This design comes from an exercise in tuning for small area, a short achievable clock period and few clock cycles on the open sky130 flow, not from production work.
RTL that was checked went through simulation tests only; none was proved equivalent to the original.
The RTL of runs 4 to 8 was laid out without a check of its function.
No activity file was given, so power comes from the tool's default toggle rates.

==> design/flow/config.mk <==
export PLATFORM = sky130hd
export DESIGN_NAME = usbpd_msg_engine
export DESIGN_NICKNAME = usbpd_msg_engine
export VERILOG_FILES = /design/flow/design.v
export SDC_FILE = /design/flow/constraint.sdc
export NUM_CORES = 4
export LEC_CHECK = 0
export ABC_AREA = 1
export CAP_MARGIN = 20
export CORE_MARGIN = 2
export CORE_UTILIZATION = 58
export CTS_BUF_LIST = sky130_fd_sc_hd__clkbuf_8
export CTS_CLUSTER_DIAMETER = 60
export CTS_CLUSTER_SIZE = 16
export SLEW_MARGIN = 20
==> design/flow/standard.sh <==
#!/bin/bash
# synth_recipe.tcl (not shown) runs the flow's synth.tcl, then flattens the netlist and writes it again
# the make line also repeats each setting of config.mk as NAME=value (left out here)
make -C /OpenROAD-flow-scripts/flow DESIGN_CONFIG=/design/flow/config.mk WORK_HOME=/design/flow/orfs CLKGATE_MAP_FILE= SYNTH_SCRIPT=/design/flow/synth_recipe.tcl "${@:-finish}"
==> design/flow/flow/run.sh <==
#!/bin/bash
export BUFFER_PORTS_ARGS="-buffer_cell sky130_fd_sc_hd__buf_1"
export POST_GLOBAL_PLACE_TCL="$PWD/flow/size_inbufs.tcl"
export SETUP_SLACK_MARGIN=8.2
bash standard.sh > standard.log 2>&1
==> design/flow/flow/size_inbufs.tcl <==
# Hook run after global placement (POST_GLOBAL_PLACE_TCL): the port buffers
# that buffer_ports inserted are all sky130_fd_sc_hd__buf_1; give the input
# ports whose buffer drives many pins a stronger buffer.
set block [ord::get_db_block]
set n_up 0
foreach bterm [$block getBTerms] {
  if {[$bterm getIoType] != "INPUT"} { continue }
  set net [$bterm getNet]
  if {$net == "NULL"} { continue }
  foreach iterm [$net getITerms] {
    set inst [$iterm getInst]
    set master [[$inst getMaster] getName]
    if {![string match "sky130_fd_sc_hd__buf_1" $master]} { continue }
    foreach it [$inst getITerms] {
      if {![$it isOutputSignal]} { continue }
      set onet [$it getNet]
      if {$onet == "NULL"} { continue }
      set fo [expr {[llength [$onet getITerms]] - 1}]
      set cell ""
      if {$fo >= 4} {
        set cell sky130_fd_sc_hd__buf_4
      } elseif {$fo >= 2} {
        set cell sky130_fd_sc_hd__buf_2
      }
      if {$cell ne ""} {
        replace_cell [$inst getName] $cell
        incr n_up
        puts "size_inbufs: [$bterm getName] fanout $fo -> $cell"
      }
    }
  }
}
puts "size_inbufs: resized $n_up input port buffers"
==> design/flow/design.v <==
module usbpd_msg_engine (
    input  wire         clk,
    input  wire         rst,           
    input  wire         cmd_valid,
    output wire         cmd_ready,
    input  wire [2:0]   cmd_op,
    input  wire [31:0]  cmd_arg,
    input  wire [223:0] cmd_obj,       
    output reg          rsp_valid,
    output reg          rsp_ok,
    output reg  [47:0]  rsp_data,
    output wire [223:0] rsp_obj,       
    output wire         tx_valid,
    input  wire         tx_ready,
    output reg  [7:0]   tx_data,
    input  wire         rx_valid,
    output wire         rx_ready,
    input  wire [7:0]   rx_data
);
    localparam [7:0] TOK_SYNC1   = 8'h12;
    localparam [7:0] TOK_SYNC2   = 8'h13;
    localparam [7:0] TOK_JAMCRC  = 8'hFF;
    localparam [7:0] TOK_EOP     = 8'h14;
    localparam [7:0] TOK_TXOFF   = 8'hFE;
    localparam [7:0] TOK_TXON    = 8'hA1;
    reg         idle;          
    reg         busy;          
    wire        ld = ~busy;    
    reg         bm;            
    reg         bc;            
    reg         is_cap;        
    reg         btx;           
    reg         brx;           
    reg [5:0]   cnt;           
    reg [2:0]   nobj;          
    reg         ft;            
    reg         fr;            
    reg         et;            
    reg         er;            
    reg [223:0] obj;
    assign cmd_ready = idle;
    assign tx_valid  = btx;
    assign rx_ready  = brx;
    assign rsp_obj   = obj;
    wire op_tx  = (cmd_op == 3'd4);
    wire op_rx  = (cmd_op == 3'd5);
    wire op_2c  = (cmd_op[2:1] == 2'b01);
    wire tx_go  = btx & tx_ready;
    wire rx_go  = brx & rx_valid;
    wire done   = (et & tx_ready) | (er & rx_valid);
    wire sh     = (ft & tx_ready) | (fr & rx_valid);
    wire [15:0] packhdr = {1'b0, cmd_arg[7:5], cmd_arg[10:8], cmd_arg[11],
                           cmd_arg[13:12], cmd_arg[14], cmd_arg[4:0]};
    wire [15:0] unpackhdr = {5'd0, cmd_arg[11:9], cmd_arg[14:12], cmd_arg[4:0]};
    wire [47:0] unpackcap_raw = {6'd0, cmd_arg[21:20], cmd_arg[24], cmd_arg[25],
                                 cmd_arg[26], cmd_arg[27], cmd_arg[28], cmd_arg[29],
                                 cmd_arg[31:30], 12'd0, cmd_arg[19:0]};
    wire [47:0] packreq_raw = {6'd0, cmd_arg[29:21], 1'b0, 1'b0, cmd_arg[2:0], 3'b000, 1'b1,
                               19'd0, cmd_arg[20:16]};
    reg [47:0] codec;
    always @(*) begin
        case (cmd_op)
        3'd0:    codec = {32'd0, packhdr};
        3'd1:    codec = {32'd0, unpackhdr};
        3'd2:    codec = unpackcap_raw;
        3'd3:    codec = packreq_raw;
        3'd4:    codec = {32'd0, cmd_arg[15:0]};    
        default: codec = 48'd0;
        endcase
    end
    wire [12:0] m5_a    = {rsp_data[12:10] & {3{~bm}}, rsp_data[9:0]};
    wire [14:0] m5      = {m5_a, 2'b00} + m5_a;
    wire [12:0] cap_t   = {rsp_data[19:10], 2'b00} + rsp_data[19:10];
    wire [15:0] cap_x10 = {m5, 1'b0};
    wire [8:0]  req_v   = {rsp_data[41:38], bm ? rsp_data[37:33] : rsp_data[4:0]};
    wire [5:0]  req_q   = req_v / 9'd10;
    wire [3:0]  req_r   = req_v % 9'd10;
    wire [9:0]  req_raw = {rsp_data[14:10], req_q[4:0]};
    wire [5:0] cn  = cnt + 6'd1;
    wire [5:0] n4  = {1'b0, nobj, 2'b00};
    always @(posedge clk) begin
        if (rst) begin
            idle      <= 1'b1;
            busy      <= 1'b0;
            bm        <= 1'b0;
            bc        <= 1'b0;
            btx       <= 1'b0;
            brx       <= 1'b0;
            rsp_valid <= 1'b0;
        end else begin
            rsp_valid <= (idle & cmd_valid & ~op_tx & ~op_rx & ~op_2c) | bc | done;
            if (idle) begin
                if (cmd_valid & (op_tx | op_rx | op_2c)) begin
                    idle <= 1'b0;
                    busy <= 1'b1;
                end
                bm  <= cmd_valid & op_2c;
                bc  <= 1'b0;
                btx <= cmd_valid & op_tx;
                brx <= cmd_valid & op_rx;
            end else if (bm) begin
                bm   <= 1'b0;
                bc   <= 1'b1;
            end else if (bc | done) begin
                idle <= 1'b1;
                busy <= 1'b0;
                bc   <= 1'b0;
                btx  <= 1'b0;
                brx  <= 1'b0;
            end
        end
    end
    always @(posedge clk) begin
        if (ld | rst) begin
            cnt  <= 6'd0;
            nobj <= cmd_arg[18:16];
            ft   <= 1'b0;
            fr   <= 1'b0;
            et   <= 1'b0;
            er   <= 1'b0;
        end else if (tx_go) begin
            cnt <= cn;
            ft  <= (cn >= 6'd6) && (cn <= 6'd5 + n4);
            et  <= (cn == 6'd10 + n4);
        end else if (rx_go) begin
            cnt <= cn;
            if (cnt == 6'd2) begin
                nobj <= rx_data[6:4];
                fr   <= (rx_data[6:4] != 3'd0);
            end else begin
                fr   <= (cn >= 6'd3) && (cn < 6'd3 + n4);
            end
            er <= (cnt == 6'd1) ? ~rsp_ok : ((cnt >= 6'd3) && (cn == 6'd6 + n4));
        end
    end
    always @(posedge clk) begin
        if (ld)
            tx_data <= TOK_SYNC1;
        else if (tx_go) begin
            if (cn <= 6'd2)
                tx_data <= TOK_SYNC1;
            else if (cn == 6'd3)
                tx_data <= TOK_SYNC2;
            else if (cn == 6'd4)
                tx_data <= {3'b100, nobj, 2'b10};
            else if (cn == 6'd5)
                tx_data <= rsp_data[7:0];
            else if (cn == 6'd6)
                tx_data <= rsp_data[15:8];
            else if (ft)
                tx_data <= obj[7:0];
            else if (cn == 6'd7 + n4)
                tx_data <= TOK_JAMCRC;
            else if (cn == 6'd8 + n4)
                tx_data <= TOK_EOP;
            else if (cn == 6'd9 + n4)
                tx_data <= TOK_TXOFF;
            else
                tx_data <= TOK_TXON;
        end
    end
    always @(posedge clk) begin
        if (bm) begin
            if (is_cap) begin
                rsp_data[31:16] <= cap_x10;
                rsp_data[12:0]  <= cap_t;
            end else begin
                rsp_data[41:38] <= req_r;
                rsp_data[15:10] <= req_q;
            end
        end else if (bc) begin
            if (is_cap) begin
                rsp_data[15:0]  <= cap_x10;
            end else begin
                rsp_data[41:32] <= 10'd0;
                rsp_data[23:0]  <= {4'd0, req_raw[9:0], req_raw[9:0]};
            end
        end else if (ld) begin
            rsp_ok   <= (cmd_op[2:1] != 2'b11);
            rsp_data <= codec;
            is_cap   <= ~cmd_op[0];
        end else if (btx) begin
            if (cnt >= 6'd6) rsp_data[15:0] <= 16'd0;
        end else if (brx) begin
            if (cnt == 6'd0) rsp_ok <= (rx_data[7:5] == 3'b111);
            if (cnt == 6'd1 && rsp_ok) rsp_data[7:0]  <= rx_data;
            if (cnt == 6'd2 && rsp_ok) rsp_data[15:8] <= rx_data;
        end
    end
    integer j;
    always @(posedge clk) begin
        if (ld)
            obj <= cmd_obj;
        else if (sh) begin
            for (j = 0; j < 27; j = j + 1)
                if (brx && (j % 4 == 3) && (nobj == j / 4 + 1))
                    obj[8*j +: 8] <= rx_data;
                else
                    obj[8*j +: 8] <= obj[8*j+8 +: 8];
            obj[223:216] <= rx_data;
        end
    end
endmodule
==> design/flow/constraint.sdc <==
create_clock -name core_clock -period 12.0 [get_ports {clk}]
set_input_delay 2.4000 -clock core_clock [delete_from_list [all_inputs] [get_ports {clk}]]
set_output_delay 2.4000 -clock core_clock [all_outputs]
set_load 0.01 [all_outputs]
==> results of run 1 <==
[area by class of cell]
cell class,instances,share of cell area
Clock buffer,30,0.0220
Inverter,126,0.0256
Multi-Input combinational cell,1268,0.332
Timing Repair Buffer,566,0.122
Tap cell,341,0.0227
Clock inverter,25,0.0147
Sequential cell,296,0.460
Antenna cell,3,0.000400
[what timing repair did]
action,4_1_cts,5_1_grt
hold endpoints to repair,0,0
endpoints found under the setup margin,20,200
setup buffers,4,2
gates cloned,0,1
resized for setup,4,9
[routing by layer]
layer | global-route usage | vias to the layer above | part of all wire | routed length, um
met1 | 0.504 | 7251 | 0.37 | 21500
met3 | 0.0898 | 172 | 0.11 | 6200
met4 | 0.162 | 2 | 0.050 | 2900
li1 | - | 7011 | - | -
met2 | 0.641 | 980 | 0.47 | 27100
met5 | 0 | - | 0.00023 | 13
[metrics by stage]
step                      cell area [sq um]  setup slack [ps]
final                                 18800              8210
after detailed placement              18000              7300
after global routing                  18800              8130
after global placement                17900              7250
after floorplan                       15700              7550
after CTS                             18700              8200
[sequential cells by signal (all words and copies together) (netlist names), 3 cells and up]
name / flops
obj: 224
cnt: 6
nobj: 3
tx_data: 8
rsp_data: 42
[worst max-delay path by stage]
| stage | depth (start not counted) | slack, ps | to |
|---|---|---|---|
| final | 1 | 8210 | rsp_data[0] |
| after floorplan | 1 | 7550 | obj[0]$_DFFE_PP_ |
| after global placement | 13 | 7250 | rsp_data[12]$_DFFE_PP_ |
| after CTS | 1 | 8200 | rsp_data[4] |
| after global routing | 9 | 8130 | rsp_data[3]$_DFFE_PP_ |
| after detailed placement | 12 | 7300 | rsp_data[12]$_DFFE_PP_ |
[cell families after synthesis]
family / Yosys count / share of synthesized area
AO/OA/AOI/OAI: 307 / 0.126
XOR/XNOR: 13 / 0.00728
adder cells (fa/ha/maj): 41 / 0.0338
buffers and inverters: 207 / 0.0522
flip-flops: 296 / 0.552
other: 1 / 0.000240
AND/OR/NAND/NOR: 900 / 0.228
[cells in the final DEF, fill, tap and decap left out, types with 30 or more instances in the layout]
master,n
nor2_1,78
buf_2,34
o21ai_0,72
o21a_1,40
buf_1,511
a21oi_1,70
clkbuf_8,30
nand2_1,726
ha_1,39
o211ai_1,53
inv_1,116
edfxtp_1,271
nand3_1,45
[where the power goes]
part	internal [mW]	switching [mW]	leakage (nW)
Combinational	0.268	0.594	4.67
Clock	0.320	0.416	0.346
Sequential	1.32	0.134	3.05
==> flow_summary.toml, run 1 <==
[critical_path]
critical_path_required_ps = 9600
crit_family = "flip-flops"
end_kind = "primary output"
setup.worst_path.start = "rsp_data[0]$_DFFE_PP_"
rr_startpoint = "bm$_SDFF_PP0_"
critPathSlowestCell = "edfxtp_1"
crit_buf_inv = 1
arrival_ps = 1390
start_kind = "flip-flop"
crit_chain = "buf_1"
rr_endpoint = "rsp_data[41]$_DFFE_PP_"
r2r_cells = 28
ff2ff_setup_slack_ps = 8400
slowest_delay_ps = 580
worstPathMaxFanout = 5
critPathKind = "reg2out"

[grt]
grt_max_degree = 186
grt_usage = 0.391
overflow = 0
antenna_found_initial = 2
grt_pass1_vias = 14100
grt_pass1_wl_um = 83600

[cells_and_area]
nFillCells = 2261
multi_input_area_sq_um = 6240
final_cells = 2655
final_util = 0.702
nNetsFinal = 2601
area_growth_pct = 20.0
seq_area_sq_um = 8640
layout-drive-gt1-share = 0.0662

[yosys]
syn_area_per_cell_sq_um = 8.86
synth_ff_type = "edfxtp_1"
ys_ff_latch = 296
synth_cell_type_count = 48
seq_area_frac_synth = 0.552
synth.most_common_cell = "nand2_1"
synth_top_area_frac = 0.520
ys_warn_count = 1
async_reset_ff_frac = 0
synthCells = 1765
synth_edf_count = 271
yosys-top-cells-area = "edfxtp_1 (52%), nand2_1 (17%), dfxtp_1 (3.2%), ha_1 (3.1%), inv_1 (2.7%)"
synth_common_cells = "nand2_1 (728), edfxtp_1 (271), inv_1 (113)"
yosysTopAreaCell = "edfxtp_1"
synth_area_sq_um = 15600

[sta]
clock_skew_ps = 22.3
period_minus_slack_ps = 3790
fin_hold_ws_ps = 472
fmax_ghz = 0.264
max-slew-margin-rel = 0.277
worst_pin_slew_ps = 1080
finalMaxSlewViolations = 0
setup_tns_ps = 0
rsz0062_at_grt = "true"
hold_viol_final = 0
setup_viol = 0
fin_crit_sh = 0.316

[cts]
clock_path_buffers = 3
cts_root_buf = "clkbuf_8"
cts_made_buffers = 30
htree_levels = 1
clock_latency_ps = 620
clkSlewWorstSetupHoldPaths_ps = 100
cts.sinks = 296
cts_tree = "built"
hold_buffers = 0

[floorplanning]
die_x_um = 168
die_area_sq_um = 28300
core_area_sq_um = 26700
die_h_um = 168
num_rows = 60
start_util = 0.585
num_io_pins = 557

[detailed_routing]
drt_iter0_drc = 1813
ant_nets = 0
wl_per_cell_um = 21.7
wirelength_um = 57700
vias_per_cell = 5.81
drc_errors = 0
firstDrtPassIters = 8
vias = 15400

[worst_hold_path]
worstHoldStart = "tx_data[3]$_SDFFE_PN0P_"
hold_depth = 2
hold_class = "reg2reg"
hold_path_end = "tx_data[3]$_SDFFE_PN0P_"

[placed_design]
portBuffers = 550
dp_cells = 2590
hpwl_um = 43900

[power]
p_total_mw = 3.05
power_leakage_nw = 8.06
powerDensity_nw_per_um2 = 162
vdd_ir_drop_max_uv = 137

[status]
status = "finished clean"

[run]
maxCapViolations = 0
Testbench counts, summed over its fixed seeds: cycles 73,000.
==> inputs of run 2 (changes only) <==
==> design/flow/flow/run.sh (replaced) <==
#!/bin/bash
export BUFFER_PORTS_ARGS="-buffer_cell sky130_fd_sc_hd__buf_1"
export POST_GLOBAL_PLACE_TCL="$PWD/flow/size_inbufs.tcl"
export SETUP_SLACK_MARGIN=8.35
bash standard.sh > standard.log 2>&1
--- a/design/flow/config.mk
+++ b/design/flow/config.mk
@@ -8,7 +8,7 @@
 export ABC_AREA = 1
 export CAP_MARGIN = 20
 export CORE_MARGIN = 2
-export CORE_UTILIZATION = 58
+export CORE_UTILIZATION = 50
 export CTS_BUF_LIST = sky130_fd_sc_hd__clkbuf_8
 export CTS_CLUSTER_DIAMETER = 60
 export CTS_CLUSTER_SIZE = 16
==> run 2 against run 1 <==
Clock power rose by 5.0%. Cell count is 4.6% higher. Largest cell class unchanged. Combinational power grew 11%.
==> flow_summary.toml, run 2 <==
[cells_and_area]
final_cell_mix = "nand2_1 (722), buf_1 (433), edfxtp_1 (271)"
final_common_cell = "nand2_1"
regMostFlops = "obj"
seq_area_sq_um = 8650
multi_input_area_sq_um = 6280
largest_register_ffs = 224
final_util = 0.639
area_growth_pct = 25.4
reg_top3 = "obj: 224 flops, rsp_data: 42 flops, tx_data: 8 flops"
final_cell_area_sq_um = 19600
nNetsFinal = 2668
layout-drive-gt1-share = 0.130
nFillCells = 2775

[yosys]
async_reset_ff_frac = 0
synth_common_cells = "nand2_1 (728), edfxtp_1 (271), inv_1 (113)"
synth_edf_count = 271
ys_ff_latch = 296
synth_top_area_frac = 0.520
yosysTopAreaCell = "edfxtp_1"
syn_area_per_cell_sq_um = 8.86
synthCells = 1765
seq_area_frac_synth = 0.552
ys_warn_count = 1
synth.most_common_cell = "nand2_1"
yosys-top-cells-area = "edfxtp_1 (52%), nand2_1 (17%), dfxtp_1 (3.2%), ha_1 (3.1%), inv_1 (2.7%)"
synth_ff_type = "edfxtp_1"
synth_cell_type_count = 48
synth_area_sq_um = 15600

[status]
status = "finished clean"

[floorplanning]
num_io_pins = 557
start_util = 0.510
num_rows = 64
die_area_sq_um = 32700
core_area_sq_um = 30700
die_x_um = 181
die_h_um = 181

[cts]
clock_path_buffers = 3
hold_buffers = 0
clkSlewWorstSetupHoldPaths_ps = 110
cts_root_buf = "clkbuf_8"
cts.sinks = 296
cts_made_buffers = 30
cts_tree = "built"
clock_latency_ps = 630
htree_levels = 1

[power]
vdd_ir_drop_max_uv = 98.0
p_total_mw = 3.16
powerDensity_nw_per_um2 = 161
power_leakage_nw = 8.68

[critical_path]
slowest_delay_ps = 520
critical_path_required_ps = 9600
crit_family = "flip-flops"
crit_buf_inv = 1
end_kind = "primary output"
arrival_ps = 1330
critPathKind = "reg2out"
start_kind = "flip-flop"
critPathSlowestCell = "edfxtp_1"
worstPathMaxFanout = 2
crit_chain = "clkbuf_2"

[grt]
overflow = 0
grt_max_degree = 160
grt_usage = 0.340
antenna_found_initial = 3
grt_pass1_wl_um = 85200
grt_pass1_vias = 14200

[sta]
fin_crit_sh = 0.311
fmax_ghz = 0.268
period_minus_slack_ps = 3730
hold_viol_final = 0
max-slew-margin-rel = 0.285
setup_viol = 0
finalMaxSlewViolations = 0
rsz0062_at_grt = "true"
setup_tns_ps = 0
clock_skew_ps = 27.4
worst_pin_slew_ps = 1070

[detailed_routing]
drc_errors = 0
vias = 15200
firstDrtPassIters = 6
drt_iter0_drc = 1469
wl_per_cell_um = 21.0
vias_per_cell = 5.47
wirelength_um = 58300
ant_nets = 0

[placed_design]
place_area_sq_um = 18000
hpwl_um = 43400
portBuffers = 550

[run]
maxCapViolations = 0

[worst_hold_path]
hold_class = "reg2reg"
[run 2: repair_timing]
action | in CTS | in global routing
gates resized for setup | 63 | 72
setup buffers | 38 | 37
cloned | 1 | 0
pin swaps | 0 | 6
setup endpoints to repair | 261 | 209
[run 2: cell families after synthesis]
family | count (synthesis) | synth area share
adder cells (fa/ha/maj) | 41 | 0.0338
AND/OR/NAND/NOR | 900 | 0.228
other | 1 | 0.000240
buffers and inverters | 207 | 0.0522
flip-flops | 296 | 0.552
XOR/XNOR | 13 | 0.00728
AO/OA/AOI/OAI | 307 | 0.126
[run 2: final cells by class]
cell class,instances,share of cell area
antenna,3,0.000383
multi-input combinational,1269,0.320
clock buffer,31,0.0218
clock inverter,25,0.0147
sequential,296,0.441
tap,396,0.0253
timing repair buffer,632,0.152
inverter,126,0.0248
[run 2: per-layer routing]
metal,GRT usage,part of all wire,vias to the layer above
li1,-,-,7145
met1,0.435,0.39,7134
met2,0.577,0.48,775
met3,0.0695,0.088,126
met4,0.116,0.039,2
met5,0,0.00019,-
[run 2: stage by stage]
step | cells | hold WS [ps] | worst slack [ps]
2_1_floorplan | 1771 | 456 | 7550
3_3_place_gp | 2643 | 455 | 7460
3_5_place_dp | 2643 | 459 | 7470
4_1_cts | 2738 | 473 | 8200
5_1_grt | 2776 | 498 | 8220
6_report | 2778 | 475 | 8270
[run 2: tightest hold or removal path: stages, from the launching register on]
cell	delay [ps]
dfxtp_1	320
nand2_1	60
a21oi_1	50
[run 2: worst paths after layout]
check	start	endpoint	slack, ps	cells after the start
setup / recovery	obj[7]$_DFFE_PP_	rsp_obj[7]	8270	1
hold / removal	tx_data[3]$_SDFFE_PN0P_	tx_data[3]$_SDFFE_PN0P_	480	2
setup reg to reg	rsp_data[39]$_DFFE_PP_	rsp_data[41]$_DFFE_PP_	8490	32
hold reg to reg	tx_data[3]$_SDFFE_PN0P_	tx_data[3]$_SDFFE_PN0P_	480	2
[run 2: where the power goes]
group	leakage (nW)	total (mW)	internal [mW]	switching, mW
clock network	0.368	0.773	0.349	0.424
logic	5.27	0.959	0.336	0.624
registers	3.05	1.43	1.32	0.110
total	8.68	3.16	2.00	1.16
==> inputs of run 3 (changes only) <==
--- a/design/flow/design.v
+++ b/design/flow/design.v
@@ -179,9 +179,9 @@
             rsp_ok   <= (cmd_op[2:1] != 2'b11);
             rsp_data <= codec;
             is_cap   <= ~cmd_op[0];
-        end else if (btx) begin
-            if (cnt >= 6'd6) rsp_data[15:0] <= 16'd0;
-        end else if (brx) begin
+        end else if (tx_go) begin
+            if (cn == 6'd6) rsp_data[15:0] <= 16'd0;    
+        end else if (rx_go) begin
             if (cnt == 6'd0) rsp_ok <= (rx_data[7:5] == 3'b111);
             if (cnt == 6'd1 && rsp_ok) rsp_data[7:0]  <= rx_data;
             if (cnt == 6'd2 && rsp_ok) rsp_data[15:8] <= rx_data;
==> design/flow/flow/run.sh (replaced) <==
#!/bin/bash
export BUFFER_PORTS_ARGS="-buffer_cell sky130_fd_sc_hd__buf_1"
export POST_GLOBAL_PLACE_TCL="$PWD/flow/size_inbufs.tcl"
export SETUP_SLACK_MARGIN=8.2
bash standard.sh > standard.log 2>&1
==> run 3 against run 2 <==
Core utilization shrank 2.1 points. Critical endpoint is now rsp_data[41]. Combinational power is 1% lower. Still clean on timing, DRC and antenna. Global-route usage up 2.0 points. Hold slack better by 8.4 ps. Highest routed layer unchanged. Fmax is 2.2% lower.
==> flow_summary.toml, run 3 <==
[status]
status = "finished clean"

[detailed_routing]
vias_per_cell = 5.64
ant_nets = 0
wirelength_um = 61200
drt_iter0_drc = 1697
wl_per_cell_um = 22.7
drc_errors = 0
firstDrtPassIters = 9
vias = 15200

[sta]
layout_setup_ws_ps = 8180
fmax_ghz = 0.262
finalMaxSlewViolations = 0
rsz0062_at_grt = "true"
setup_viol = 0
clock_skew_ps = 41.8
setup_tns_ps = 0
worst_pin_slew_ps = 1340
fin_crit_sh = 0.318
period_minus_slack_ps = 3820
max-slew-margin-rel = 0.0974
hold_viol_final = 0

[cells_and_area]
final_common_cell = "nand2_1"
regMostFlops = "obj"
final_cell_mix = "nand2_1 (697), buf_1 (513), edfxtp_1 (271)"
area_growth_pct = 21.6
multi_input_area_sq_um = 6290
reg_top3 = "obj: 224 flops, rsp_data: 42 flops, tx_data: 8 flops"
layout-drive-gt1-share = 0.0713
nFillCells = 2838
largest_register_ffs = 224
nNetsFinal = 2595
seq_area_sq_um = 8640
final_cells = 2702

[floorplanning]
num_rows = 64
die_h_um = 180
num_io_pins = 557
core_area_sq_um = 30600
die_x_um = 180
start_util = 0.508
die_area_sq_um = 32500

[cts]
clkSlewWorstSetupHoldPaths_ps = 100
cts_tree = "built"
clock_path_buffers = 3
hold_buffers = 0
cts_root_buf = "clkbuf_8"
cts.sinks = 296
cts_made_buffers = 28
clock_latency_ps = 620
htree_levels = 1

[yosys]
synth_area_sq_um = 15500
synth_ff_type = "edfxtp_1"
ys_ff_latch = 296
synthCells = 1751
yosys-top-cells-area = "edfxtp_1 (52%), nand2_1 (17%), dfxtp_1 (3.2%), ha_1 (3.1%), inv_1 (2.9%)"
seq_area_frac_synth = 0.556
ys_warn_count = 1
synth_common_cells = "nand2_1 (706), edfxtp_1 (271), inv_1 (120)"
synth_edf_count = 271
yosysTopAreaCell = "edfxtp_1"
synth_top_area_frac = 0.523
async_reset_ff_frac = 0
synth_cell_type_count = 53
syn_area_per_cell_sq_um = 8.88
synth.most_common_cell = "nand2_1"

[power]
power_frac_comb = 0.307
p_total_mw = 3.09
power_leakage_nw = 8.09
seqPwrFrac = 0.469
vdd_ir_drop_max_uv = 104
p_int_mw = 1.92
switchingPower_mw = 1.17
switching_share = 0.380
powerDensity_nw_per_um2 = 163
clock_power_share = 0.224

[critical_path]
arrival_ps = 1420
critical_path_required_ps = 9600
start_kind = "flip-flop"
end_kind = "primary output"
worstPathMaxFanout = 6
critPathKind = "reg2out"

[placed_design]
portBuffers = 550
dp_cells = 2631
pre_cts_ws_ps = 7150
hpwl_um = 46400

[grt]
grt_pass1_vias = 14300
overflow = 0
grt_usage = 0.361
grt_max_degree = 231
grt_pass1_wl_um = 88800
antenna_found_initial = 6

[run]
maxCapViolations = 0

[worst_hold_path]
hold_class = "reg2reg"
==> run 3: area by class of cell <==
cell class / count / area share
multi-input combinational: 1251 / 0.333
clock buffer: 31 / 0.0226
tap: 396 / 0.0262
clock inverter: 18 / 0.00992
antenna: 5 / 0.000662
inverter: 131 / 0.0264
sequential: 296 / 0.457
timing repair buffer: 574 / 0.125
==> run 3: worst paths after layout <==
check                                              from                 endpoint  slack (ps)  depth (start not counted)
worst max-delay path             rsp_data[41]$_DFFE_PP_             rsp_data[41]        8180                          2
worst max register to register   rsp_data[39]$_DFFE_PP_   rsp_data[40]$_DFFE_PP_        8290                         24
worst min register to register  tx_data[3]$_SDFFE_PN0P_  tx_data[3]$_SDFFE_PN0P_         480                          2
worst min-delay path            tx_data[3]$_SDFFE_PN0P_  tx_data[3]$_SDFFE_PN0P_         480                          2
==> run 3: power groups by stage <==
stage	sequential [mW]	combinational (mW)	clock [mW]
finish	1.45	0.948	0.693
global route	1.46	1.03	0.731
CTS	1.44	0.861	0.697
detailed placement	1.47	0.844	0
global placement	1.47	0.830	0
floorplan	1.49	0.455	0
==> run 3: through the flow <==
stage                     utilization  cell area, sq um  hold slack [ps]
after detailed placement        0.587             18000              463
final                           0.618             18900              484
after floorplan                     -             15600              456
after global placement          0.585             17900              447
after global routing            0.618             18900              519
after CTS                       0.609             18600              485
==> run 3: cells by family after synthesis <==
logic type                 synth area share
xor gates and xnor gates            0.00789
AOI/OAI and AO/OA                     0.128
and+or+nand+nor                       0.222
buffers and inverters                0.0526
adders and majority gates            0.0340
other                              0.000241
DFF                                   0.556
==> run 3: repair_timing <==
| action | 4_1_cts | 5_1_grt |
|---|---|---|
| pin swaps | 0 | 13 |
| setup endpoints to repair | 86 | 89 |
| setup buffers | 4 | 12 |
| gates resized for setup | 10 | 44 |
==> run 3: worst max-delay path, stage by stage, from the launching register on <==
cell and delay [ps]:
edfxtp_1 530, buf_6 180, buf_6 110
==> run 3: routing by layer <==
metal,wire length (um),track usage,share of wire
met1,23300,0.474,0.38
met3,6150,0.0705,0.10
met2,28900,0.592,0.47
met5,11,0,0.00018
met4,2810,0.141,0.046
Testbench counts of run 3, summed over its fixed seeds: cycles 73,000.
==> inputs of run 4 (changes only) <==
--- a/design/flow/design.v
+++ b/design/flow/design.v
@@ -179,25 +179,26 @@
             rsp_ok   <= (cmd_op[2:1] != 2'b11);
             rsp_data <= codec;
             is_cap   <= ~cmd_op[0];
-        end else if (tx_go) begin
-            if (cn == 6'd6) rsp_data[15:0] <= 16'd0;    
-        end else if (rx_go) begin
+        end else if (btx) begin
+            if (cnt >= 6'd6) rsp_data[15:0] <= 16'd0;
+        end else if (brx) begin
             if (cnt == 6'd0) rsp_ok <= (rx_data[7:5] == 3'b111);
             if (cnt == 6'd1 && rsp_ok) rsp_data[7:0]  <= rx_data;
             if (cnt == 6'd2 && rsp_ok) rsp_data[15:8] <= rx_data;
         end
     end
+    reg [223:0] obj_sh;
     integer j;
-    always @(posedge clk) begin
-        if (ld)
-            obj <= cmd_obj;
-        else if (sh) begin
-            for (j = 0; j < 27; j = j + 1)
-                if (brx && (j % 4 == 3) && (nobj == j / 4 + 1))
-                    obj[8*j +: 8] <= rx_data;
-                else
-                    obj[8*j +: 8] <= obj[8*j+8 +: 8];
-            obj[223:216] <= rx_data;
-        end
+    always @(*) begin
+        for (j = 0; j < 27; j = j + 1)
+            if (brx && (j % 4 == 3) && (nobj == j / 4 + 1))
+                obj_sh[8*j +: 8] = rx_data;
+            else
+                obj_sh[8*j +: 8] = obj[8*j+8 +: 8];
+        obj_sh[223:216] = rx_data;
+    end
+    always @(posedge clk) begin
+        if (ld | sh)
+            obj <= (cmd_obj & {224{ld}}) | (obj_sh & {224{sh}});
     end
 endmodule
==> run 4 against run 3 <==
Synthesized cell count shrank 15%. Total power down 7.7%. Fmax increased by 0.17%. Register-to-register slack improved by 140 ps. Worst setup slack improved by 6.6 ps. Synthesized area shrank 2.0%. Critical path depth shrank 1. Non-clock buffer count is 2 lower. Critical path type unchanged. Largest power group unchanged. Highest routed layer unchanged.
==> flow_summary.toml, run 4 <==
[placed_design]
hpwl_um = 44100
portBuffers = 550
pre_cts_ws_ps = 5760
place_area_sq_um = 17700

[yosys]
ys_warn_count = 1
ys_ff_latch = 296
synth_cell_type_count = 48
yosys-top-cells-area = "edfxtp_1 (53%), a22o_1 (9.7%), nand2_1 (5.7%), o21ai_0 (4.6%), dfxtp_1 (3.3%)"
syn_area_per_cell_sq_um = 10.2
seq_area_frac_synth = 0.567
synth_area_sq_um = 15200
yosysTopAreaCell = "edfxtp_1"
synth_edf_count = 271
async_reset_ff_frac = 0
synth_top_area_frac = 0.534
synth_common_cells = "edfxtp_1 (271), nand2_1 (231), a22o_1 (169)"
synthCells = 1490
synth_ff_type = "edfxtp_1"
synth.most_common_cell = "edfxtp_1"

[critical_path]
end_kind = "primary output"
critical_path_required_ps = 9600
rr_startpoint = "rsp_data[41]$_DFFE_PP_"
r2r_cells = 28
endpoint = "rsp_data[2]"
crit_family = "flip-flops"
crit_chain = "buf_1"
critPathSlowestCell = "edfxtp_1"
critPathKind = "reg2out"
slowest_delay_ps = 610
setup.worst_path.start = "rsp_data[2]$_DFFE_PP_"
path_depth = 1
start_kind = "flip-flop"
rr_endpoint = "rsp_data[40]$_DFFE_PP_"
worstPathMaxFanout = 5
arrival_ps = 1410
ff2ff_setup_slack_ps = 8430
crit_buf_inv = 1

[sta]
clock_skew_ps = 18.9
setup_viol = 0
rsz0062_at_grt = "false"
layout_setup_ws_ps = 8190
worst_pin_slew_ps = 962
max-slew-margin-rel = 0.358
setup_tns_ps = 0
hold_viol_final = 0
period_minus_slack_ps = 3810
fmax_ghz = 0.262
fin_crit_sh = 0.317
finalMaxSlewViolations = 0

[grt]
grt_pass1_vias = 13100
overflow = 0
antenna_found_initial = 4
grt_pass1_wl_um = 83100
grt_usage = 0.356
grt_max_degree = 152

[cts]
cts_root_buf = "clkbuf_8"
cts_made_buffers = 29
cts.sinks = 296
htree_levels = 1
clock_latency_ps = 620
clkSlewWorstSetupHoldPaths_ps = 90
cts_tree = "built"
clock_path_buffers = 3

[detailed_routing]
vias = 14500
vias_per_cell = 5.95
drt_iter0_drc = 1478
wl_per_cell_um = 24.4
wirelength_um = 59500
drc_errors = 0
ant_nets = 0
firstDrtPassIters = 6

[cells_and_area]
final_cell_area_sq_um = 18600
final_cell_mix = "buf_1 (514), edfxtp_1 (271), nand2_1 (226)"
final_common_cell = "buf_1"
layout-drive-gt1-share = 0.0802
reg_top3 = "obj: 224 flops, rsp_data: 42 flops, tx_data: 8 flops"
nNetsFinal = 2335
area_growth_pct = 22.0
largest_register_ffs = 224
regMostFlops = "obj"

[power]
vdd_ir_drop_max_uv = 115
powerDensity_nw_per_um2 = 153
power_leakage_nw = 7.36
p_total_mw = 2.85

[floorplanning]
num_io_pins = 557
num_rows = 63
start_util = 0.512
die_x_um = 179
die_area_sq_um = 31900
core_area_sq_um = 29800
die_h_um = 179

[run]
maxCapViolations = 0

[status]
status = "finished clean"

[worst_hold_path]
hold_class = "reg2reg"
==> run 4: tightest hold or removal path, cell delays in order (launching register included) <==
cell     delay (ps)
dfxtp_1         330
nand2_1          60
a21oi_1          60
==> run 4: area by class of cell <==
| cell class | instances | area, sq um |
|---|---|---|
| Antenna cell | 3 | 7.51 |
| Clock buffer | 29 | 399 |
| Clock inverter | 25 | 214 |
| Fill cell | 2655 | 11200 |
| Inverter | 143 | 559 |
| Multi-Input combinational cell | 980 | 5870 |
| Sequential cell | 296 | 8640 |
| Tap cell | 390 | 488 |
| Timing Repair Buffer | 572 | 2420 |
==> run 4: cells by family (layout without fill, tap and decap cells) <==
logic type | after synthesis | count (layout) | share of synthesized area
XOR/XNOR | 11 | 11 | 0.00632
buffers and inverters | 223 | 769 | 0.0571
AND/OR/NAND/NOR | 435 | 438 | 0.121
adder cells (fa/ha/maj) | 41 | 41 | 0.0346
flip-flops | 296 | 296 | 0.567
AO/OA/AOI/OAI | 483 | 483 | 0.214
other | 1 | 10 | 0.000246
==> run 4: timing repair <==
| action | CTS | global route |
|---|---|---|
| hold buffers | 0 | 0 |
| gates resized for setup | 14 | 19 |
| buffers inserted | 3 | 8 |
| pin swaps | 1 | 3 |
| endpoints found under the setup margin | 334 | 60 |
| cloned | 6 | 0 |
==> run 4: how the worst min path moves through the flow <==
stage                             from                       to  depth (start not counted)
3_3_place_gp           fr$_SDFFE_PN0P_          fr$_SDFFE_PN0P_                          2
2_1_floorplan          fr$_SDFFE_PN0P_          fr$_SDFFE_PN0P_                          2
5_1_grt        tx_data[7]$_SDFFE_PN0P_  tx_data[7]$_SDFFE_PN0P_                          2
3_5_place_dp   tx_data[5]$_SDFFE_PN0P_  tx_data[5]$_SDFFE_PN0P_                          2
6_report       tx_data[5]$_SDFFE_PN0P_  tx_data[5]$_SDFFE_PN0P_                          2
4_1_cts        tx_data[5]$_SDFFE_PN0P_  tx_data[5]$_SDFFE_PN0P_                          2
==> run 4: layer usage <==
metal	track usage	vias to the layer above	wire length, um
met3	0.0595	143	5560
met2	0.580	888	28500
met1	0.488	6966	23100
met4	0.115	2	2300
met5	0	-	13
li1	-	6501	-
==> run 4: through the flow <==
| step | cells | util | hold WS, ps |
|---|---|---|---|
| 2_1_floorplan | 1496 | - | 444 |
| 3_3_place_gp | 2364 | 0.591 | 457 |
| 6_report | 2438 | 0.624 | 485 |
| 4_1_cts | 2427 | 0.620 | 485 |
| 3_5_place_dp | 2364 | 0.592 | 470 |
| 5_1_grt | 2438 | 0.624 | 513 |
==> run 4: report_power, final <==
group	internal [mW]	switching (mW)	leakage [nW]	total, mW
logic	0.265	0.519	3.94	0.784
clock network	0.267	0.406	0.318	0.673
registers	1.28	0.115	3.10	1.39
total	1.81	1.04	7.36	2.85
==> inputs of run 5 (changes only) <==
--- a/design/flow/design.v
+++ b/design/flow/design.v
@@ -199,6 +199,6 @@
     end
     always @(posedge clk) begin
         if (ld | sh)
-            obj <= (cmd_obj & {224{ld}}) | (obj_sh & {224{sh}});
+            obj <= (cmd_obj & {224{idle}}) | (obj_sh & {224{busy}});
     end
 endmodule
==> run 5 against run 4 <==
Still clean. Hold slack lost 9.2 ps. Synthesized area grew 0.39%. Flip-flop and latch count is the same. Fmax shrank 1.1%. Worst setup slack lost 43 ps. Count of clock-buffer cells in the layout grew 1. Sequential share of layout area shrank 0.22 points. Combinational power grew about 20%. Global-route usage grew 0.38 points.
==> flow_summary.toml, run 5 <==
[status]
status = "finished clean"

[floorplanning]
start_util = 0.504
die_x_um = 179
die_area_sq_um = 32000
die_h_um = 179
core_area_sq_um = 30300
num_rows = 64
num_io_pins = 557

[power]
clock_power_share = 0.236
switchingPower_mw = 1.17
switching_share = 0.372
vdd_ir_drop_max_uv = 113
powerDensity_nw_per_um2 = 168
seqPwrFrac = 0.465
power_frac_comb = 0.299
p_int_mw = 1.97
power_leakage_nw = 7.74

[yosys]
synth_cell_type_count = 57
synth_ff_type = "edfxtp_1"
synth_common_cells = "edfxtp_1 (271), nand2_1 (217), a22o_1 (193)"
synth.most_common_cell = "edfxtp_1"
synth_edf_count = 271
synthCells = 1469
synth_area_sq_um = 15300
seq_area_frac_synth = 0.564
yosysTopAreaCell = "edfxtp_1"
async_reset_ff_frac = 0
yosys-top-cells-area = "edfxtp_1 (53%), a22o_1 (11%), nand2_1 (5.3%), o21ai_0 (4.7%), dfxtp_1 (3.3%)"
syn_area_per_cell_sq_um = 10.4
ys_warn_count = 1
synth_top_area_frac = 0.532
ys_ff_latch = 296

[sta]
finalMaxSlewViolations = 0
worst_pin_slew_ps = 1240
fmax_ghz = 0.260
rsz0062_at_grt = "true"
hold_viol_final = 0
setup_viol = 0
max-slew-margin-rel = 0.172
clock_skew_ps = 33.5
period_minus_slack_ps = 3850
fin_hold_ws_ps = 476
setup_tns_ps = 0
fin_crit_sh = 0.321

[cells_and_area]
final_common_cell = "buf_1"
regMostFlops = "obj"
reg_top3 = "obj: 224 flops, rsp_data: 42 flops, tx_data: 8 flops"
nNetsFinal = 2318
layout-drive-gt1-share = 0.0844
final_util = 0.616
largest_register_ffs = 224
n_antenna_cell = 0
nFillCells = 2731
area_growth_pct = 22.2
final_cells = 2422
final_cell_mix = "buf_1 (514), edfxtp_1 (271), nand2_1 (214)"

[detailed_routing]
drt_iter0_drc = 1558
wirelength_um = 61100
firstDrtPassIters = 5
vias_per_cell = 5.94
vias = 14400
drc_errors = 0
wl_per_cell_um = 25.2
ant_nets = 0

[critical_path]
critPathSlowestCell = "a221o_4"
arrival_ps = 3950
critPathKind = "in2reg"
crit_chain = "buf_2, a221o_4, buf_16"
crit_buf_inv = 2
start_kind = "primary input"
slowest_delay_ps = 670
critical_path_required_ps = 12100
crit_family = "compound AO/OA/AOI/OAI gates"
end_kind = "flip-flop"
worstPathMaxFanout = 185

[cts]
cts_made_buffers = 29
clock_latency_ps = 620
cts_tree = "built"
clkSlewWorstSetupHoldPaths_ps = 100
clock_path_buffers = 3
cts.sinks = 296
htree_levels = 1
cts_root_buf = "clkbuf_8"

[placed_design]
hpwl_um = 46200
dp_cells = 2348
portBuffers = 550

[grt]
grt_pass1_wl_um = 83700
grt_usage = 0.360
overflow = 0
grt_max_degree = 186
antenna_found_initial = 1
grt_pass1_vias = 13100

[worst_hold_path]
hold_class = "reg2reg"

[run]
maxCapViolations = 0
## run 5: changes by cell type in the layout (fill, tap and decap cells not counted), sizes merged, moves of 4 or more
cell | previous run | this run
a21oi | 88 | 61
a22o | 169 | 193
buf | 569 | 579
clkinv | 13 | 8
clkinvlp | 4 | 0
inv | 150 | 146
nand2 | 250 | 237
nand3 | 49 | 53
nor2 | 114 | 106
## run 5: layout make-up
cell class / count / area (sq um) / share of cell area
multi-input combinational: 961 / 5920 / 0.317
clock inverter: 22 / 255 / 0.0136
timing repair buffer: 581 / 2460 / 0.131
clock buffer: 30 / 413 / 0.0221
sequential: 296 / 8650 / 0.462
inverter: 136 / 515 / 0.0276
tap: 396 / 495 / 0.0265
## run 5: tightest hold or removal path: cells and delay by family, from the launching register on
kind | cells | cell delay (ps)
flip-flops | 1 | 330
AND/OR/NAND/NOR | 1 | 60
AO/OA/AOI/OAI | 1 | 50
## run 5: what timing repair did
action                     in CTS  in global routing
gates resized for setup         2                 28
setup endpoints to repair      19                129
gates cloned                    0                  1
hold buffers                    0                  0
pin swaps                       0                  7
buffers inserted                5                 16
## run 5: layer usage
| layer | routed length, um | global-route usage | part of all wire | up-vias |
|---|---|---|---|---|
| met4 | 2310 | 0.121 | 0.038 | 2 |
| met1 | 23600 | 0.474 | 0.39 | 6936 |
| met3 | 5940 | 0.0776 | 0.097 | 138 |
| met5 | 11 | 0 | 0.00018 | - |
| li1 | - | - | - | 6456 |
| met2 | 29200 | 0.591 | 0.48 | 864 |
## run 5: stage by stage
stage	setup WS [ps]	cell area (sq um)	power, mW
floorplan	7550	15300	1.97
global route	8180	18700	3.26
CTS	8120	18400	3.08
detailed placement	7430	17700	2.35
finish	8150	18700	3.14
global placement	7410	17600	2.34
## run 5: cell families after synthesis
| logic type | synth area share |
|---|---|
| other | 0.000245 |
| buffers and inverters | 0.0559 |
| AOI/OAI and AO/OA | 0.219 |
| and+or+nand+nor | 0.120 |
| xor gates and xnor gates | 0.00572 |
| DFF | 0.564 |
| adders and majority gates | 0.0345 |
## run 5: path summary, 6_finish.rpt
check,startpoint,end,slack (ps),cells after the start
setup / recovery,tx_ready,obj[7]$_DFFE_PP_,8150,3
setup reg to reg,rsp_data[39]$_DFFE_PP_,rsp_data[10]$_DFFE_PP_,8450,29
hold reg to reg,tx_data[0]$_SDFFE_PN0P_,tx_data[0]$_SDFFE_PN0P_,480,2
hold / removal,tx_data[0]$_SDFFE_PN0P_,tx_data[0]$_SDFFE_PN0P_,480,2
## run 5: power by group through the flow
stage / Combinational (mW) / Sequential (mW) / Clock (mW)
after floorplan: 0.478 / 1.49 / 0
after detailed placement: 0.859 / 1.49 / 0
final: 0.939 / 1.46 / 0.742
after global routing: 1.01 / 1.47 / 0.781
after global placement: 0.843 / 1.49 / 0
after CTS: 0.878 / 1.46 / 0.746
==> inputs of run 6 (changes only) <==
--- a/design/flow/design.v
+++ b/design/flow/design.v
@@ -159,32 +159,40 @@
                 tx_data <= TOK_TXON;
         end
     end
-    always @(posedge clk) begin
-        if (bm) begin
-            if (is_cap) begin
-                rsp_data[31:16] <= cap_x10;
-                rsp_data[12:0]  <= cap_t;
-            end else begin
-                rsp_data[41:38] <= req_r;
-                rsp_data[15:10] <= req_q;
-            end
-        end else if (bc) begin
-            if (is_cap) begin
-                rsp_data[15:0]  <= cap_x10;
-            end else begin
-                rsp_data[41:32] <= 10'd0;
-                rsp_data[23:0]  <= {4'd0, req_raw[9:0], req_raw[9:0]};
-            end
-        end else if (ld) begin
-            rsp_ok   <= (cmd_op[2:1] != 2'b11);
-            rsp_data <= codec;
-            is_cap   <= ~cmd_op[0];
-        end else if (btx) begin
-            if (cnt >= 6'd6) rsp_data[15:0] <= 16'd0;
-        end else if (brx) begin
-            if (cnt == 6'd0) rsp_ok <= (rx_data[7:5] == 3'b111);
-            if (cnt == 6'd1 && rsp_ok) rsp_data[7:0]  <= rx_data;
-            if (cnt == 6'd2 && rsp_ok) rsp_data[15:8] <= rx_data;
+    wire        w_cm  = bm & is_cap;                      
+    wire        w_rm  = bm & ~is_cap;                     
+    wire        w_cc  = bc & is_cap;                      
+    wire        w_rc  = bc & ~is_cap;                     
+    wire        w_th  = btx & (cnt >= 6'd6);              
+    wire        w_lo  = brx & (cnt == 6'd1) & rsp_ok;     
+    wire        w_hi  = brx & (cnt == 6'd2) & rsp_ok;     
+    wire [47:0] d_cm  = {16'd0, cap_x10, 3'd0, cap_t};
+    wire [47:0] m_cm  = {16'd0, 16'hffff, 3'd0, 13'h1fff};
+    wire [47:0] d_rm  = {6'd0, req_r, 22'd0, req_q, 10'd0};
+    wire [47:0] m_rm  = {6'd0, 4'hf, 22'd0, 6'h3f, 10'd0};
+    wire [47:0] d_cc  = {32'd0, cap_x10};
+    wire [47:0] m_cc  = {32'd0, 16'hffff};
+    wire [47:0] d_rc  = {28'd0, req_raw[9:0], req_raw[9:0]};
+    wire [47:0] m_rc  = {6'd0, 10'h3ff, 8'd0, 24'hffffff};
+    wire [47:0] m_th  = {32'd0, 16'hffff};
+    wire [47:0] d_rx  = {32'd0, rx_data, rx_data};
+    wire [47:0] m_lo  = {40'd0, 8'hff};
+    wire [47:0] m_hi  = {32'd0, 8'hff, 8'd0};
+    wire [47:0] rd_en = {48{ld}} | ({48{w_cm}} & m_cm) | ({48{w_rm}} & m_rm) |
+                        ({48{w_cc}} & m_cc) | ({48{w_rc}} & m_rc) |
+                        ({48{w_th}} & m_th) | ({48{w_lo}} & m_lo) | ({48{w_hi}} & m_hi);
+    wire [47:0] rd_d  = ({48{ld}} & codec) | ({48{w_cm}} & d_cm) | ({48{w_rm}} & d_rm) |
+                        ({48{w_cc}} & d_cc) | ({48{w_rc}} & d_rc) |
+                        ({48{w_lo}} & m_lo & d_rx) | ({48{w_hi}} & m_hi & d_rx);
+    integer k;
+    always @(posedge clk) begin
+        for (k = 0; k < 48; k = k + 1)
+            if (rd_en[k]) rsp_data[k] <= rd_d[k];
+        if (ld) begin
+            rsp_ok <= (cmd_op[2:1] != 2'b11);
+            is_cap <= ~cmd_op[0];
+        end else if (brx & (cnt == 6'd0)) begin
+            rsp_ok <= (rx_data[7:5] == 3'b111);
         end
     end
     reg [223:0] obj_sh;
@@ -199,6 +207,6 @@
     end
     always @(posedge clk) begin
         if (ld | sh)
-            obj <= (cmd_obj & {224{idle}}) | (obj_sh & {224{busy}});
+            obj <= (cmd_obj & {224{ld}}) | (obj_sh & {224{sh}});
     end
 endmodule
==> run 6 against run 5 <==
Still clean on timing, DRC and antenna. Register-to-register slack gained 70 ps. Non-clock buffer count shrank 13. Flip-flop and latch count is the same. Synthesized cell count shrank 1.3%. Critical path depth shrank 2. Global-route usage grew 0.70 points. Sequential share of layout area grew 0.40 points. Combinational power shrank 33%. Fmax grew 1.3%. Critical path type is now reg2out. Largest cell class unchanged. Largest power group unchanged.
==> flow_summary.toml, run 6 <==
[status]
status = "finished clean"

[cells_and_area]
area_growth_pct = 22.8
regMostFlops = "obj"
final_cell_mix = "buf_1 (519), edfxtp_1 (271), nand2_1 (220)"
reg_top3 = "obj: 224 flops, rsp_data: 42 flops, tx_data: 8 flops"
final_common_cell = "buf_1"
largest_register_ffs = 224
layout-drive-gt1-share = 0.0721
nNetsFinal = 2302
final_util = 0.625

[critical_path]
rr_startpoint = "rsp_data[41]$_DFFE_PP_"
end_kind = "primary output"
endpoint = "rsp_data[7]"
start_kind = "flip-flop"
crit_buf_inv = 1
crit_family = "flip-flops"
arrival_ps = 1400
ff2ff_setup_slack_ps = 8520
crit_chain = "buf_1"
worstPathMaxFanout = 4
critPathKind = "reg2out"
path_depth = 1
critPathSlowestCell = "edfxtp_1"
setup.worst_path.start = "rsp_data[7]$_DFFE_PP_"
rr_endpoint = "rsp_data[41]$_DFFE_PP_"
slowest_delay_ps = 570
r2r_cells = 26
critical_path_required_ps = 9600

[grt]
grt_max_degree = 148
overflow = 0
antenna_found_initial = 5
grt_pass1_vias = 13100
grt_pass1_wl_um = 84100
grt_usage = 0.367

[sta]
setup_tns_ps = 0
finalMaxSlewViolations = 0
clock_skew_ps = 25.7
period_minus_slack_ps = 3800
rsz0062_at_grt = "false"
setup_viol = 0
worst_pin_slew_ps = 1110
hold_viol_final = 0
fmax_ghz = 0.263
max-slew-margin-rel = 0.260
fin_crit_sh = 0.317

[power]
seqPwrFrac = 0.499
powerDensity_nw_per_um2 = 149
power_frac_comb = 0.229
vdd_ir_drop_max_uv = 92.6
clock_power_share = 0.272
p_int_mw = 1.81
switching_share = 0.344
power_leakage_nw = 7.28
switchingPower_uw = 950

[floorplanning]
die_h_um = 178
die_area_sq_um = 31600
num_rows = 63
die_x_um = 178
start_util = 0.509
num_io_pins = 557
core_area_sq_um = 29600

[yosys]
syn_area_per_cell_sq_um = 10.4
synth_ff_type = "edfxtp_1"
ys_warn_count = 1
synth_edf_count = 271
synth.most_common_cell = "edfxtp_1"
seq_area_frac_synth = 0.573
synth_common_cells = "edfxtp_1 (271), nand2_1 (222), a22o_1 (170)"
synth_top_area_frac = 0.539
synthCells = 1450
yosys-top-cells-area = "edfxtp_1 (54%), a22o_1 (9.9%), nand2_1 (5.5%), o21ai_0 (4.4%), ha_1 (3.4%)"
synth_cell_type_count = 52
yosysTopAreaCell = "edfxtp_1"
synth_area_sq_um = 15100
ys_ff_latch = 296
async_reset_ff_frac = 0

[detailed_routing]
wirelength_um = 60400
firstDrtPassIters = 5
wl_per_cell_um = 25.1
drt_iter0_drc = 1602
vias = 14300
ant_nets = 0
drc_errors = 0
vias_per_cell = 5.95

[cts]
cts_tree = "built"
cts_root_buf = "clkbuf_8"
cts_made_buffers = 31
clock_latency_ps = 630
cts.sinks = 296
htree_levels = 1
clock_path_buffers = 3
clkSlewWorstSetupHoldPaths_ps = 90

[placed_design]
portBuffers = 550
hpwl_um = 44500

[worst_hold_path]
worstHoldStart = "tx_data[7]$_SDFFE_PN0P_"
hold_depth = 2
hold_class = "reg2reg"

[run]
maxCapViolations = 0
## run 6: stage by stage
step	area (sq um)	std cells	setup WS [ps]	power [mW]	hold slack, ps
floorplan	15200	1456	7870	1.72	458
global placement	17500	2326	5470	2.00	453
detailed placement	17500	2326	5590	2.00	455
CTS	18400	2391	8210	2.75	469
global route	18500	2400	8200	2.86	493
finish	18500	2403	8200	2.76	469
## run 6: cell families after synthesis
| family | count (synthesis) | synth area share |
|---|---|---|
| buffers and inverters | 213 | 0.0545 |
| flip-flops | 296 | 0.573 |
| adder cells (fa/ha/maj) | 43 | 0.0367 |
| multiplexers | 1 | 0.000663 |
| XOR/XNOR | 14 | 0.00813 |
| other | 1 | 0.000249 |
| AND/OR/NAND/NOR | 416 | 0.116 |
| AO/OA/AOI/OAI | 466 | 0.211 |
## run 6: what timing repair did
action / 4_1_cts / 5_1_grt
endpoints found under the setup margin: 289 / 174
resized for setup: 10 / 7
hold buffers: 0 / 0
pin swaps: 1 / 1
gates cloned: 7 / 0
setup buffers: 2 / 9
hold endpoints to repair: 0 / 0
## run 6: layout make-up
type | instances | area (sq um)
Multi-Input combinational cell | 951 | 5750
Inverter | 139 | 549
Antenna cell | 3 | 7.51
Sequential cell | 296 | 8640
Clock buffer | 31 | 427
Tap cell | 390 | 488
Clock inverter | 25 | 288
Timing Repair Buffer | 568 | 2370
Fill cell | 2649 | 11100
## run 6: metal layers
metal | vias up | track usage | share of wire
met5 | - | 0 | 0.00043
met4 | 4 | 0.161 | 0.047
met3 | 141 | 0.0810 | 0.10
met2 | 913 | 0.592 | 0.47
met1 | 6853 | 0.476 | 0.38
li1 | 6388 | - | -
## run 6: worst min-delay path by stage
stage / to
after floorplan: fr$_SDFFE_PN0P_
after global placement: tx_data[3]$_SDFFE_PN0P_
after detailed placement: tx_data[7]$_SDFFE_PN0P_
after CTS: tx_data[7]$_SDFFE_PN0P_
after global routing: tx_data[5]$_SDFFE_PN0P_
final: tx_data[7]$_SDFFE_PN0P_
## run 6: power by group through the flow
stage | combinational [mW] | clock (mW) | sequential, mW
3_5_place_dp | 0.602 | 0 | 1.40
4_1_cts | 0.615 | 0.755 | 1.38
5_1_grt | 0.682 | 0.792 | 1.38
6_report | 0.633 | 0.752 | 1.38
2_1_floorplan | 0.312 | 0 | 1.40
3_3_place_gp | 0.594 | 0 | 1.40
==> inputs of run 7 (changes only) <==
--- a/design/flow/config.mk
+++ b/design/flow/config.mk
@@ -9,7 +9,7 @@
 export CAP_MARGIN = 20
 export CORE_MARGIN = 2
 export CORE_UTILIZATION = 50
-export CTS_BUF_LIST = sky130_fd_sc_hd__clkbuf_8
+export CTS_BUF_LIST = sky130_fd_sc_hd__clkbuf_16
 export CTS_CLUSTER_DIAMETER = 60
 export CTS_CLUSTER_SIZE = 16
 export SLEW_MARGIN = 20
==> run 7 against run 6 <==
Still clean. Combinational power shrank 2%. Count of clock-buffer cells in the layout is the same. Core utilization grew 1.0 points. Critical path type unchanged. Highest routed layer unchanged.
==> flow_summary.toml, run 7 <==
[status]
status = "finished clean"

[cells_and_area]
area_growth_pct = 24.8
nFillCells = 2612
nNetsFinal = 2295
layout-drive-gt1-share = 0.0694
reg_top3 = "obj: 224 flops, rsp_data: 42 flops, tx_data: 8 flops"
final_cell_mix = "buf_1 (519), edfxtp_1 (271), nand2_1 (219)"
final_cells = 2397
final_cell_area_sq_um = 18800
seq_area_sq_um = 8640
regMostFlops = "obj"
largest_register_ffs = 224
multi_input_area_sq_um = 5760
final_common_cell = "buf_1"

[grt]
grt_pass1_wl_um = 84300
grt_max_degree = 148
grt_pass1_vias = 13200
antenna_found_initial = 6
grt_usage = 0.367
overflow = 0

[detailed_routing]
drc_errors = 0
ant_nets = 0
wl_met2_um = 28200
wirelength_um = 60300
wl_per_cell_um = 25.1
drt_iter0_drc = 1591
route.met3.wl_um = 6340
met1_length_um = 22700
vias_per_cell = 5.95
firstDrtPassIters = 5
vias = 14300
highest_layer = "met5"

[cts]
clkSlewWorstSetupHoldPaths_ps = 70
clock_path_buffers = 3
hold_buffers = 0
clock_latency_ps = 580
htree_levels = 1
cts_made_buffers = 31
cts_tree = "built"
cts.sinks = 296
cts_root_buf = "clkbuf_16"

[sta]
max-slew-margin-rel = 0.257
hold_viol_final = 0
worst_pin_slew_ps = 1110
fin_crit_sh = 0.313
fmax_ghz = 0.266
finalMaxSlewViolations = 0
period_minus_slack_ps = 3760
fin_hold_ws_ps = 465
rsz0062_at_grt = "false"
setup_viol = 0
clock_skew_ps = 15.9
setup_tns_ps = 0

[power]
powerDensity_nw_per_um2 = 160
p_total_mw = 3.01
power_leakage_nw = 7.40
vdd_ir_drop_max_uv = 104

[run]
maxCapViolations = 0

[critical_path]
worstPathMaxFanout = 4
slowest_delay_ps = 600
path_depth = 1
crit_buf_inv = 1
r2r_cells = 25
arrival_ps = 1360
crit_chain = "buf_1"
end_kind = "primary output"
critPathSlowestCell = "edfxtp_1"
crit_family = "flip-flops"
critPathKind = "reg2out"
start_kind = "flip-flop"
critical_path_required_ps = 9600

[yosys]
synth_cell_type_count = 52
synth_compound_area_frac = 0.211
synthCells = 1450
synth_common_cells = "edfxtp_1 (271), nand2_1 (222), a22o_1 (170)"
synth_top_family_by_area = "compound AO/OA/AOI/OAI gates"
synth.most_common_cell = "edfxtp_1"
synthMuxAreaShare = 0.000663
synth_area_sq_um = 15100
synthXorXnorAreaFrac = 0.00813
synth-simple-area-share = 0.116
async_reset_ff_frac = 0
synth_top_area_frac = 0.539
seq_area_frac_synth = 0.573
yosys-top-cells-area = "edfxtp_1 (54%), a22o_1 (9.9%), nand2_1 (5.5%), o21ai_0 (4.4%), ha_1 (3.4%)"
ys_warn_count = 1
syn_area_per_cell_sq_um = 10.4
ys_ff_latch = 296
synthAdderAreaFrac = 0.0367
yosysTopAreaCell = "edfxtp_1"
synth_edf_count = 271
synth_ff_type = "edfxtp_1"

[floorplanning]
die_area_sq_um = 31600
num_io_pins = 557
die_x_um = 178
die_h_um = 178
start_util = 0.509
num_rows = 63
core_area_sq_um = 29600

[worst_hold_path]
hold_class = "reg2reg"
hold_depth = 2

[placed_design]
portBuffers = 550
dp_cells = 2326
place_area_sq_um = 17500
hpwl_um = 44500
[run 7: layout make-up]
| cell class | instances | share of cell area |
|---|---|---|
| multi-input cells | 951 | 0.306 |
| repair buffers | 561 | 0.123 |
| inverters | 139 | 0.0290 |
| well taps | 390 | 0.0259 |
| flip-flops and latches | 296 | 0.459 |
| clock inverters | 25 | 0.0154 |
| diodes | 4 | 0.000532 |
| clock buffers | 31 | 0.0412 |
[run 7: path summary, 6_finish.rpt]
kind                           start                      end  slack [ps]
max           rsp_data[15]$_DFFE_PP_             rsp_data[15]        8240
min          tx_data[7]$_SDFFE_PN0P_  tx_data[7]$_SDFFE_PN0P_         460
max reg2reg            bm$_SDFF_PP0_   rsp_data[41]$_DFFE_PP_        8540
min reg2reg  tx_data[7]$_SDFFE_PN0P_  tx_data[7]$_SDFFE_PN0P_         460
[run 7: what timing repair did]
item	4_1_cts	5_1_grt
buffers inserted	1	3
endpoints found under the hold margin	0	0
setup endpoints to repair	287	19
gates cloned	7	0
pin swaps	2	0
gates resized for setup	10	7
[run 7: metrics by stage]
stage / utilization / setup WS [ps]
2_1_floorplan: - / 7870
3_3_place_gp: 0.589 / 5470
3_5_place_dp: 0.591 / 5590
4_1_cts: 0.634 / 8200
5_1_grt: 0.635 / 8200
6_report: 0.635 / 8240
[run 7: kinds of logic (layout without fill, tap and decap cells)]
| family | after synthesis | in the layout |
|---|---|---|
| AND/OR/NAND/NOR | 416 | 420 |
| XOR/XNOR | 14 | 14 |
| other | 1 | 11 |
| multiplexers | 1 | 1 |
| buffers and inverters | 213 | 756 |
| flip-flops | 296 | 296 |
| AO/OA/AOI/OAI | 466 | 466 |
| adder cells (fa/ha/maj) | 43 | 43 |
[run 7: layer usage]
metal  GRT usage  vias to the layer above
li1            -                     6382
met1       0.471                     6825
met2       0.598                      895
met3      0.0848                      147
met4       0.159                        4
met5           0                        -
[run 7: where the power goes]
| part | total (mW) | leakage [nW] | switching [mW] | internal (mW) |
|---|---|---|---|---|
| registers | 1.38 | 3.12 | 0.114 | 1.27 |
| logic | 0.623 | 3.76 | 0.412 | 0.211 |
| clock network | 1.01 | 0.527 | 0.453 | 0.554 |
==> inputs of run 8 (changes only) <==
--- a/design/flow/config.mk
+++ b/design/flow/config.mk
@@ -9,7 +9,7 @@
 export CAP_MARGIN = 20
 export CORE_MARGIN = 2
 export CORE_UTILIZATION = 50
-export CTS_BUF_LIST = sky130_fd_sc_hd__clkbuf_16
+export CTS_BUF_LIST = sky130_fd_sc_hd__clkbuf_8 sky130_fd_sc_hd__clkbuf_16
 export CTS_CLUSTER_DIAMETER = 60
 export CTS_CLUSTER_SIZE = 16
 export SLEW_MARGIN = 20
==> run 8 against run 7 <==
Worst setup slack unchanged. Core utilization unchanged. Synthesized cell count did not move. Wire length did not move. Design area is the same. Die area unchanged. Fmax unchanged. Cell count is the same. Non-clock buffer count unchanged.
==> flow_summary.toml, run 8 <==
[cts]
cts_root_buf = "clkbuf_16"
cts_tree = "built"
clkSlewWorstSetupHoldPaths_ps = 70
hold_buffers = 0
cts.sinks = 296
clock_path_buffers = 3
cts_made_buffers = 31
htree_levels = 1
clock_latency_ps = 580

[grt]
grt_pass1_vias = 13200
grt_usage = 0.367
grt_max_degree = 148
antenna_found_initial = 6
overflow = 0
grt_pass1_wl_um = 84300

[yosys]
synth_top_area_frac = 0.539
seq_area_frac_synth = 0.573
synth_common_cells = "edfxtp_1 (271), nand2_1 (222), a22o_1 (170)"
synth_cell_type_count = 52
async_reset_ff_frac = 0
synth_ff_type = "edfxtp_1"
synth_area_sq_um = 15100
ys_ff_latch = 296
synthCells = 1450
syn_area_per_cell_sq_um = 10.4
yosys-top-cells-area = "edfxtp_1 (54%), a22o_1 (9.9%), nand2_1 (5.5%), o21ai_0 (4.4%), ha_1 (3.4%)"
ys_warn_count = 1
synth.most_common_cell = "edfxtp_1"
yosysTopAreaCell = "edfxtp_1"
synth_edf_count = 271

[power]
p_total_mw = 3.01
power_leakage_nw = 7.40
vdd_ir_drop_max_uv = 104
powerDensity_nw_per_um2 = 160

[critical_path]
rr_startpoint = "bm$_SDFF_PP0_"
worstPathMaxFanout = 4
r2r_cells = 25
slowest_delay_ps = 600
critPathSlowestCell = "edfxtp_1"
crit_buf_inv = 1
start_kind = "flip-flop"
ff2ff_setup_slack_ps = 8540
critical_path_required_ps = 9600
crit_family = "flip-flops"
crit_chain = "buf_1"
setup.worst_path.start = "rsp_data[15]$_DFFE_PP_"
arrival_ps = 1360
rr_endpoint = "rsp_data[41]$_DFFE_PP_"
endpoint = "rsp_data[15]"
end_kind = "primary output"
path_depth = 1
critPathKind = "reg2out"

[sta]
finalMaxSlewViolations = 0
setup_tns_ps = 0
period_minus_slack_ps = 3760
hold_viol_final = 0
max-slew-margin-rel = 0.257
layout_setup_ws_ps = 8240
setup_viol = 0
fmax_ghz = 0.266
rsz0062_at_grt = "false"
worst_pin_slew_ps = 1110
clock_skew_ps = 15.9
fin_crit_sh = 0.313

[cells_and_area]
nNetsFinal = 2295
largest_register_ffs = 224
seq_area_sq_um = 8640
final_common_cell = "buf_1"
nFillCells = 2612
layout-drive-gt1-share = 0.0694
regMostFlops = "obj"
multi_input_area_sq_um = 5760
final_cell_mix = "buf_1 (519), edfxtp_1 (271), nand2_1 (219)"
reg_top3 = "obj: 224 flops, rsp_data: 42 flops, tx_data: 8 flops"
area_growth_pct = 24.8

[detailed_routing]
ant_nets = 0
drc_errors = 0
drt_iter0_drc = 1591
wirelength_um = 60300
firstDrtPassIters = 5
vias = 14300
vias_per_cell = 5.95
wl_per_cell_um = 25.1

[floorplanning]
start_util = 0.509
die_area_sq_um = 31600
core_area_sq_um = 29600
die_x_um = 178
num_io_pins = 557
die_h_um = 178
num_rows = 63

[placed_design]
portBuffers = 550
hpwl_um = 44500
pre_cts_ws_ps = 5590

[status]
status = "finished clean"

[run]
maxCapViolations = 0

[worst_hold_path]
hold_class = "reg2reg"
## run 8: worst min-delay path by stage
stage | from | endpoint | slack [ps] | cells after the start
2_1_floorplan | fr$_SDFFE_PN0P_ | fr$_SDFFE_PN0P_ | 460 | 2
3_3_place_gp | tx_data[3]$_SDFFE_PN0P_ | tx_data[3]$_SDFFE_PN0P_ | 450 | 2
3_5_place_dp | tx_data[7]$_SDFFE_PN0P_ | tx_data[7]$_SDFFE_PN0P_ | 460 | 2
4_1_cts | tx_data[7]$_SDFFE_PN0P_ | tx_data[7]$_SDFFE_PN0P_ | 470 | 2
5_1_grt | tx_data[5]$_SDFFE_PN0P_ | tx_data[5]$_SDFFE_PN0P_ | 490 | 2
6_report | tx_data[7]$_SDFFE_PN0P_ | tx_data[7]$_SDFFE_PN0P_ | 460 | 2
## run 8: final cells by class
cell class / instances / share of cell area
Inverter: 139 / 0.0290
Clock inverter: 25 / 0.0154
Clock buffer: 31 / 0.0412
Sequential cell: 296 / 0.459
Timing Repair Buffer: 561 / 0.123
Tap cell: 390 / 0.0259
Antenna cell: 4 / 0.000532
Multi-Input combinational cell: 951 / 0.306
## run 8: logic make-up (layout without fill, tap and decap cells)
| family | count (synthesis) | after routing | synth area share |
|---|---|---|---|
| flops | 296 | 296 | 0.573 |
| fa+ha+maj | 43 | 43 | 0.0367 |
| compound gates | 466 | 466 | 0.211 |
| mux | 1 | 1 | 0.000663 |
| xor+xnor | 14 | 14 | 0.00813 |
| buf+inv | 213 | 756 | 0.0545 |
| other cells | 1 | 11 | 0.000249 |
| simple gates | 416 | 420 | 0.116 |
## run 8: what timing repair did
item | 4_1_cts | 5_1_grt
resized for setup | 10 | 7
endpoints found under the setup margin | 287 | 19
pin swaps | 2 | 0
buffers inserted | 1 | 3
gates cloned | 7 | 0
## run 8: per-stage QoR
step	area (sq um)	util	cells	hold WS, ps
6_report	18800	0.635	2397	465
5_1_grt	18800	0.635	2394	488
4_1_cts	18800	0.634	2390	465
3_5_place_dp	17500	0.591	2326	455
3_3_place_gp	17500	0.589	2326	453
2_1_floorplan	15200	-	1456	458
## run 8: worst min-delay path: stages (launching register included)
cell and delay (ps):
dfxtp_1 310, nand2_1 60, a21oi_1 50
## run 8: routing by layer
metal | GRT usage | routed length (um)
met1 | 0.471 | 22700
met2 | 0.598 | 28200
met3 | 0.0848 | 6340
met4 | 0.159 | 2970
met5 | 0 | 26
## run 8: where the power goes
part | leakage, nW | switching, mW | total, mW | internal, mW
registers | 3.12 | 0.114 | 1.38 | 1.27
clock network | 0.527 | 0.453 | 1.01 | 0.554
logic | 3.76 | 0.412 | 0.623 | 0.211

Re-timed with assumed drivers on the ports (clkbuf_16 on the clock, buf_2 on other inputs), run 8 has 8.188 ns of setup slack against 8.243 ns with ideal ports, and 7.694 ns once port delays also move by the mid clock arrival of 0.621 ns.
